This is an optimization exercise on Yosys and OpenROAD, whose aim is small area, a short achievable clock period and few clock cycles, not a production implementation. The RTL was checked by simulation tests, not by an equivalence proof against the original design. Power and IR drop assume default switching activity.

==> flow/design.v <==
module tinputer_core (
    input  wire         clk,
    input  wire         rst,         
    input  wire         cmd_valid,
    output wire         cmd_ready,
    input  wire [1:0]   cmd_op,
    input  wire [15:0]  cmd_addr,
    input  wire [7:0]   cmd_wdata,
    output reg          rsp_valid,
    output reg          rsp_fault,
    output reg          rsp_kind,    
    output reg  [2:0]   rsp_phase,
    output reg          rsp_width,   
    output reg  [15:0]  rsp_addr,
    output reg  [7:0]   rsp_rdata,
    output wire [127:0] regs         
);
    localparam [2:0] PH_OPCODE  = 3'd0;
    localparam [2:0] PH_OPERAND = 3'd1;
    localparam [2:0] PH_LOAD    = 3'd2;
    localparam [2:0] PH_STORE   = 3'd3;
    localparam [2:0] PH_EXEC    = 3'd4;
    localparam [2:0] PH_HOST    = 3'd5;
    reg [15:0] x [0:7];
    reg [7:0] bank0 [0:63];
    reg [7:0] bank1 [0:63];
    reg [7:0] bank2 [0:63];
    reg [7:0] bank3 [0:63];
    reg [7:0] ib0, ib1, ib2, ib3;
    reg       ir_v;
    reg       rd_pend;
    reg [7:0] rd_addr;
    assign cmd_ready = ir_v & ~rd_pend;
    assign regs = {x[7], x[6], x[5], x[4], x[3], x[2], x[1], x[0]};
    wire [15:0] ip = x[0];
    wire [7:0]  ipl = ip[7:0];
    wire        ip_hi0 = (ip[15:8] == 8'd0);
    wire acc_cmd  = cmd_valid & cmd_ready;
    wire exec     = acc_cmd & (cmd_op == 2'b00);
    wire host_wr  = acc_cmd & (cmd_op == 2'b01);
    wire host_rd  = acc_cmd & cmd_op[1];
    wire host_in  = (cmd_addr[15:8] == 8'd0);
    wire op_add = (ib0 == 8'h10);
    wire op_and = (ib0 == 8'h11);
    wire op_or  = (ib0 == 8'h12);
    wire op_lit = (ib0 == 8'h13);
    wire op_ld  = (ib0 == 8'h14);
    wire op_st  = (ib0 == 8'h15);
    wire op_mov = (ib0 == 8'h16);
    wire op_alu = op_add | op_and | op_or;
    wire op_rr  = op_alu | op_mov;
    wire op_wr  = op_lit | op_ld;           
    wire op_4   = op_wr | op_st;
    wire [15:0] ip1 = {8'd0, ipl} + 16'd1;
    wire [15:0] ip2 = {8'd0, ipl} + 16'd2;
    wire [15:0] ip3 = {8'd0, ipl} + 16'd3;
    wire [15:0] ip4 = {8'd0, ipl} + 16'd4;
    wire [15:0] ipn = op_4 ? ip4 : op_rr ? ip3 : ip1;
    reg        ff;           
    reg        ff_w;
    reg [2:0]  ff_ph;
    reg [15:0] ff_addr;      
    always @(*) begin
        ff = 1'b0; ff_w = 1'b0; ff_ph = PH_OPERAND; ff_addr = ip1;
        if (!ip_hi0) begin
            ff = 1'b1; ff_ph = PH_OPCODE; ff_addr = ip;
        end else if (op_rr) begin
            if (ipl == 8'd255) begin
                ff = 1'b1; ff_addr = ip1;
            end else if (ipl == 8'd254) begin
                ff = 1'b1; ff_addr = ip2;
            end
        end else if (op_wr) begin
            if (ipl >= 8'd254) begin
                ff = 1'b1; ff_w = 1'b1; ff_addr = ip1;
            end else if (ipl == 8'd253) begin
                ff = 1'b1; ff_addr = ip3;
            end
        end else if (op_st) begin
            if (ipl == 8'd255) begin
                ff = 1'b1; ff_addr = ip1;
            end else if (ipl >= 8'd253) begin
                ff = 1'b1; ff_w = 1'b1; ff_addr = ip2;
            end
        end
    end
    wire       bad1 = (ib1[7:3] != 5'd0);
    wire       bad2 = (ib2[7:3] != 5'd0);
    wire       bad3 = (ib3[7:3] != 5'd0);
    reg        bf;
    reg [7:0]  bf_id;
    always @(*) begin
        bf = 1'b0; bf_id = ib1;
        if (op_rr) begin
            if (bad1) begin bf = 1'b1; bf_id = ib1; end
            else if (bad2) begin bf = 1'b1; bf_id = ib2; end
        end else if (op_wr) begin
            if (bad3) begin bf = 1'b1; bf_id = ib3; end
        end else if (op_st) begin
            if (bad1) begin bf = 1'b1; bf_id = ib1; end
        end
    end
    wire [15:0] ld_a  = {ib1, ib2};
    wire [15:0] st_a  = {ib2, ib3};
    wire        ld_oob = (ib1 != 8'd0) || (ib2 == 8'd255);
    wire        st_oob = (ib2 != 8'd0) || (ib3 == 8'd255);
    wire        df = (op_ld & ld_oob) | (op_st & st_oob);
    wire ok = ~ff & ~bf & ~df;
    wire [15:0] v1 = (ib1[2:0] == 3'd0) ? ipn : x[ib1[2:0]];
    wire [15:0] v2 = (ib2[2:0] == 3'd0) ? ipn : x[ib2[2:0]];
    reg [7:0] port_a;
    always @(*) begin
        if (rd_pend)
            port_a = rd_addr;
        else if (!ir_v)
            port_a = ipl;
        else if (op_ld || (op_lit && ib3 == 8'd0))
            port_a = ib2;
        else
            port_a = ipn[7:0];
    end
    wire [1:0] pa_lo = port_a[1:0];
    wire [63:0] hot0 = 64'd1 << port_a[7:2];
    wire [63:0] hot1 = {hot0[62:0], hot0[63]};
    wire [63:0] hs0 = (pa_lo > 2'd0) ? hot1 : hot0;
    wire [63:0] hs1 = (pa_lo > 2'd1) ? hot1 : hot0;
    wire [63:0] hs2 = (pa_lo > 2'd2) ? hot1 : hot0;
    reg  [7:0] bo0, bo1, bo2, bo3;
    integer r;
    always @(*) begin
        bo0 = 8'd0; bo1 = 8'd0; bo2 = 8'd0; bo3 = 8'd0;
        for (r = 0; r < 64; r = r + 1) begin
            bo0 = bo0 | (bank0[r] & {8{hs0[r]}});
            bo1 = bo1 | (bank1[r] & {8{hs1[r]}});
            bo2 = bo2 | (bank2[r] & {8{hs2[r]}});
            bo3 = bo3 | (bank3[r] & {8{hot0[r]}});
        end
    end
    reg  [7:0] w0, w1, w2, w3;
    always @(*) begin
        case (pa_lo)
            2'd0: begin w0 = bo0; w1 = bo1; w2 = bo2; w3 = bo3; end
            2'd1: begin w0 = bo1; w1 = bo2; w2 = bo3; w3 = bo0; end
            2'd2: begin w0 = bo2; w1 = bo3; w2 = bo0; w3 = bo1; end
            default: begin w0 = bo3; w1 = bo0; w2 = bo1; w3 = bo2; end
        endcase
    end
    reg  [2:0]  wd;
    reg  [15:0] wv;
    always @(*) begin
        if (op_alu) begin
            wd = 3'd1;
            wv = op_add ? v1 + v2 : op_and ? (v1 & v2) : (v1 | v2);
        end else if (op_mov) begin
            wd = ib2[2:0];
            wv = v1;
        end else if (op_lit) begin
            wd = ib3[2:0];
            wv = ld_a;
        end else begin
            wd = ib3[2:0];
            wv = {w0, w1};
        end
    end
    wire wr_reg = ok & (op_rr | op_wr);
    wire [15:0] ip_next = (wr_reg && wd == 3'd0) ? wv : ff ? ff_addr : ipn;
    wire        st_we = exec & op_st & ok;
    wire        hw_we = host_wr & host_in;
    wire [7:0]  st_a1 = ib3 + 8'd1;
    wire [7:0]  hw_a  = cmd_addr[7:0];
    reg  [3:0]  m_we;
    reg  [5:0]  m_row [0:3];
    reg  [7:0]  m_d   [0:3];
    integer b;
    always @(*) begin
        for (b = 0; b < 4; b = b + 1) begin
            if (cmd_op == 2'b00) begin
                m_we[b]  = st_we & ((ib3[1:0] == b) | (st_a1[1:0] == b));
                m_row[b] = (ib3[1:0] == b) ? ib3[7:2] : st_a1[7:2];
                m_d[b]   = (ib3[1:0] == b) ? v1[15:8] : v1[7:0];
            end else begin
                m_we[b]  = hw_we & (hw_a[1:0] == b);
                m_row[b] = hw_a[7:2];
                m_d[b]   = cmd_wdata;
            end
        end
    end
    always @(posedge clk) begin
        if (m_we[0]) bank0[m_row[0]] <= m_d[0];
        if (m_we[1]) bank1[m_row[1]] <= m_d[1];
        if (m_we[2]) bank2[m_row[2]] <= m_d[2];
        if (m_we[3]) bank3[m_row[3]] <= m_d[3];
    end
    wire [7:0] st_d = ib3 - ipn[7:0];
    wire       st_hits_fetch = (st_d <= 8'd3) || (st_d == 8'd255);
    integer i;
    always @(posedge clk) begin
        if (rst) begin
            for (i = 0; i < 8; i = i + 1)
                x[i] <= 16'd0;
            ir_v      <= 1'b0;
            rd_pend   <= 1'b0;
            rsp_valid <= 1'b0;
        end else begin
            rsp_valid <= 1'b0;
            if (!rd_pend && (!ir_v || exec)) begin
                ib0 <= w0; ib1 <= w1; ib2 <= w2; ib3 <= w3;
            end
            if (!rd_pend && !ir_v)
                ir_v <= 1'b1;
            else if (exec)
                ir_v <= ~(ff | op_ld | (op_mov & ib2[2:0] == 3'd0) |
                          (op_st & st_hits_fetch));
            else if (host_wr)
                ir_v <= 1'b0;
            if (exec) begin
                x[0] <= ip_next;
                if (wr_reg && wd != 3'd0)
                    x[wd] <= wv;
                rsp_valid <= 1'b1;
                rsp_fault <= ~ok;
                rsp_width <= 1'b0;
                rsp_kind  <= 1'b0;
                if (ff) begin
                    rsp_phase <= ff_ph;
                    rsp_width <= ff_w;
                    rsp_addr  <= ff_addr;
                end else if (bf) begin
                    rsp_kind  <= 1'b1;
                    rsp_phase <= PH_EXEC;
                    rsp_addr  <= {8'd0, bf_id};
                end else begin
                    rsp_phase <= op_ld ? PH_LOAD : PH_STORE;
                    rsp_width <= 1'b1;
                    rsp_addr  <= op_ld ? ld_a : st_a;
                end
            end
            if (host_wr || host_rd) begin
                rsp_kind  <= 1'b0;
                rsp_phase <= PH_HOST;
                rsp_width <= 1'b0;
                rsp_addr  <= cmd_addr;
                rsp_fault <= ~host_in;
                if (host_wr || !host_in)
                    rsp_valid <= 1'b1;
            end
            if (host_rd && host_in) begin
                rd_pend <= 1'b1;
                rd_addr <= cmd_addr[7:0];
            end
            if (rd_pend) begin
                rd_pend   <= 1'b0;
                rsp_valid <= 1'b1;
                rsp_fault <= 1'b0;
                rsp_rdata <= w0;
            end
        end
    end
endmodule
Settings: LEC_CHECK=0, ABC_AREA=1, CAP_MARGIN=20, CORE_MARGIN=2, CORE_UTILIZATION=25, CTS_BUF_LIST=sky130_fd_sc_hd__clkbuf_8, CTS_CLUSTER_DIAMETER=60, CTS_CLUSTER_SIZE=14, GPL_ROUTABILITY_DRIVEN=1, PLACE_DENSITY=0.4, SETUP_SLACK_MARGIN=5, SLEW_MARGIN=20; clock period 11.0 ns.
run.sh (not shown) runs the stock make flow with config.mk's settings and CLKGATE_MAP_FILE= SYNTH_SCRIPT=/design/flow/synth_recipe.tcl, a recipe that flattens the netlist after the stock synthesis.
Testbench counts at the start, summed over its fixed seeds: cycles 9,328.
Rerun with:
--- a/flow/design.v
+++ b/flow/design.v
@@ -27,8 +27,10 @@
     reg [7:0] bank2 [0:63];
     reg [7:0] bank3 [0:63];
     reg [7:0] ib0, ib1, ib2, ib3;
     reg       ir_v;
+    reg       ld_wb;
+    reg [2:0] ld_rd;
     reg       rd_pend;
     reg [7:0] rd_addr;
     assign cmd_ready = ir_v & ~rd_pend;
     assign regs = {x[7], x[6], x[5], x[4], x[3], x[2], x[1], x[0]};
@@ -50,13 +52,13 @@
     wire op_alu = op_add | op_and | op_or;
     wire op_rr  = op_alu | op_mov;
     wire op_wr  = op_lit | op_ld;           
     wire op_4   = op_wr | op_st;
-    wire [15:0] ip1 = {8'd0, ipl} + 16'd1;
+    reg  [8:0]  nx1, nx3, nx4;
+    wire [15:0] ip1 = {7'd0, nx1};
     wire [15:0] ip2 = {8'd0, ipl} + 16'd2;
-    wire [15:0] ip3 = {8'd0, ipl} + 16'd3;
-    wire [15:0] ip4 = {8'd0, ipl} + 16'd4;
-    wire [15:0] ipn = op_4 ? ip4 : op_rr ? ip3 : ip1;
+    wire [15:0] ip3 = {7'd0, nx3};
+    wire [15:0] ipn = {7'd0, op_4 ? nx4 : op_rr ? nx3 : nx1};
     reg        ff;           
     reg        ff_w;
     reg [2:0]  ff_ph;
     reg [15:0] ff_addr;      
@@ -112,13 +114,20 @@
     always @(*) begin
         if (rd_pend)
             port_a = rd_addr;
         else if (!ir_v)
-            port_a = ipl;
+            port_a = (ld_wb && ld_rd == 3'd0) ? ib1 : ipl;
         else if (op_ld || (op_lit && ib3 == 8'd0))
             port_a = ib2;
         else
             port_a = ipn[7:0];
+    end
+    always @(posedge clk) begin
+        if (!rd_pend && (!ir_v || exec)) begin
+            nx1 <= {1'b0, port_a} + 9'd1;
+            nx3 <= {1'b0, port_a} + 9'd3;
+            nx4 <= {1'b0, port_a} + 9'd4;
+        end
     end
     wire [1:0] pa_lo = port_a[1:0];
     wire [63:0] hot0 = 64'd1 << port_a[7:2];
     wire [63:0] hot1 = {hot0[62:0], hot0[63]};
@@ -153,17 +162,14 @@
             wv = op_add ? v1 + v2 : op_and ? (v1 & v2) : (v1 | v2);
         end else if (op_mov) begin
             wd = ib2[2:0];
             wv = v1;
-        end else if (op_lit) begin
+        end else begin
             wd = ib3[2:0];
             wv = ld_a;
-        end else begin
-            wd = ib3[2:0];
-            wv = {w0, w1};
-        end
-    end
-    wire wr_reg = ok & (op_rr | op_wr);
+        end
+    end
+    wire wr_reg = ok & (op_rr | op_lit);
     wire [15:0] ip_next = (wr_reg && wd == 3'd0) ? wv : ff ? ff_addr : ipn;
     wire        st_we = exec & op_st & ok;
     wire        hw_we = host_wr & host_in;
     wire [7:0]  st_a1 = ib3 + 8'd1;
@@ -198,8 +204,9 @@
         if (rst) begin
             for (i = 0; i < 8; i = i + 1)
                 x[i] <= 16'd0;
             ir_v      <= 1'b0;
+            ld_wb     <= 1'b0;
             rd_pend   <= 1'b0;
             rsp_valid <= 1'b0;
         end else begin
             rsp_valid <= 1'b0;
@@ -216,10 +223,12 @@
             if (exec) begin
                 x[0] <= ip_next;
                 if (wr_reg && wd != 3'd0)
                     x[wd] <= wv;
-                rsp_valid <= 1'b1;
+                rsp_valid <= ~(op_ld & ok);
                 rsp_fault <= ~ok;
+                ld_wb     <= op_ld & ok;
+                ld_rd     <= ib3[2:0];
                 rsp_width <= 1'b0;
                 rsp_kind  <= 1'b0;
                 if (ff) begin
                     rsp_phase <= ff_ph;
@@ -234,8 +243,13 @@
                     rsp_width <= 1'b1;
                     rsp_addr  <= op_ld ? ld_a : st_a;
                 end
             end
+            if (ld_wb) begin
+                ld_wb     <= 1'b0;
+                x[ld_rd]  <= {ib0, ib1};
+                rsp_valid <= 1'b1;
+            end
             if (host_wr || host_rd) begin
                 rsp_kind  <= 1'b0;
                 rsp_phase <= PH_HOST;
                 rsp_width <= 1'b0;
Effect: Final area decreases slightly. Register-to-register slack degrades by 0.12 ns. Setup slack degrades by 0.17 ns. Power goes up by a little under a tenth. Hold slack gets better by 0.050 ns. First-iteration DRC count goes up by a few percent. Core utilization drops by 0.57 points. Maximum frequency went down by a few percent. Clock skew came out higher by 0.029 ns. Global-route usage is lower by 0.77 points. Routed wire length decreases by a few percent.
Testbench counts after the change, summed over its fixed seeds: cycles 9,337.

==> what the ideal ports hide <==
The results above use ideal ports. As a check the final layouts listed here were re-extracted and re-timed, cells and wires unchanged. Step 1 assumes that a clkbuf_16 drives the clock port and a buf_2 every other input. Step 2 times the ports against the registers' clock, not the clock port: input delays grow and output delays shrink by t, the midpoint of the rising clock arrivals with the driver on. a / b / c = ideal / step 1 / step 2; a / b = the first two.
run	shift t [ns]	slack for setup (ns)	worst setup path at the end	worst register clock-pin slew, ns	pins driven straight from the clock port
the first run	1.208	5.072 / 5.072 / 4.031	input to register	0.11 / 0.11	1
the second run	1.193	4.903 / 4.949 / 3.792	input to register	0.11 / 0.11	1
After both steps setup and hold are still met in every run listed. For the second run, which loses most, drivers alone change the setup slack by +0.046 ns; drivers and shift together by -1.111 ns.
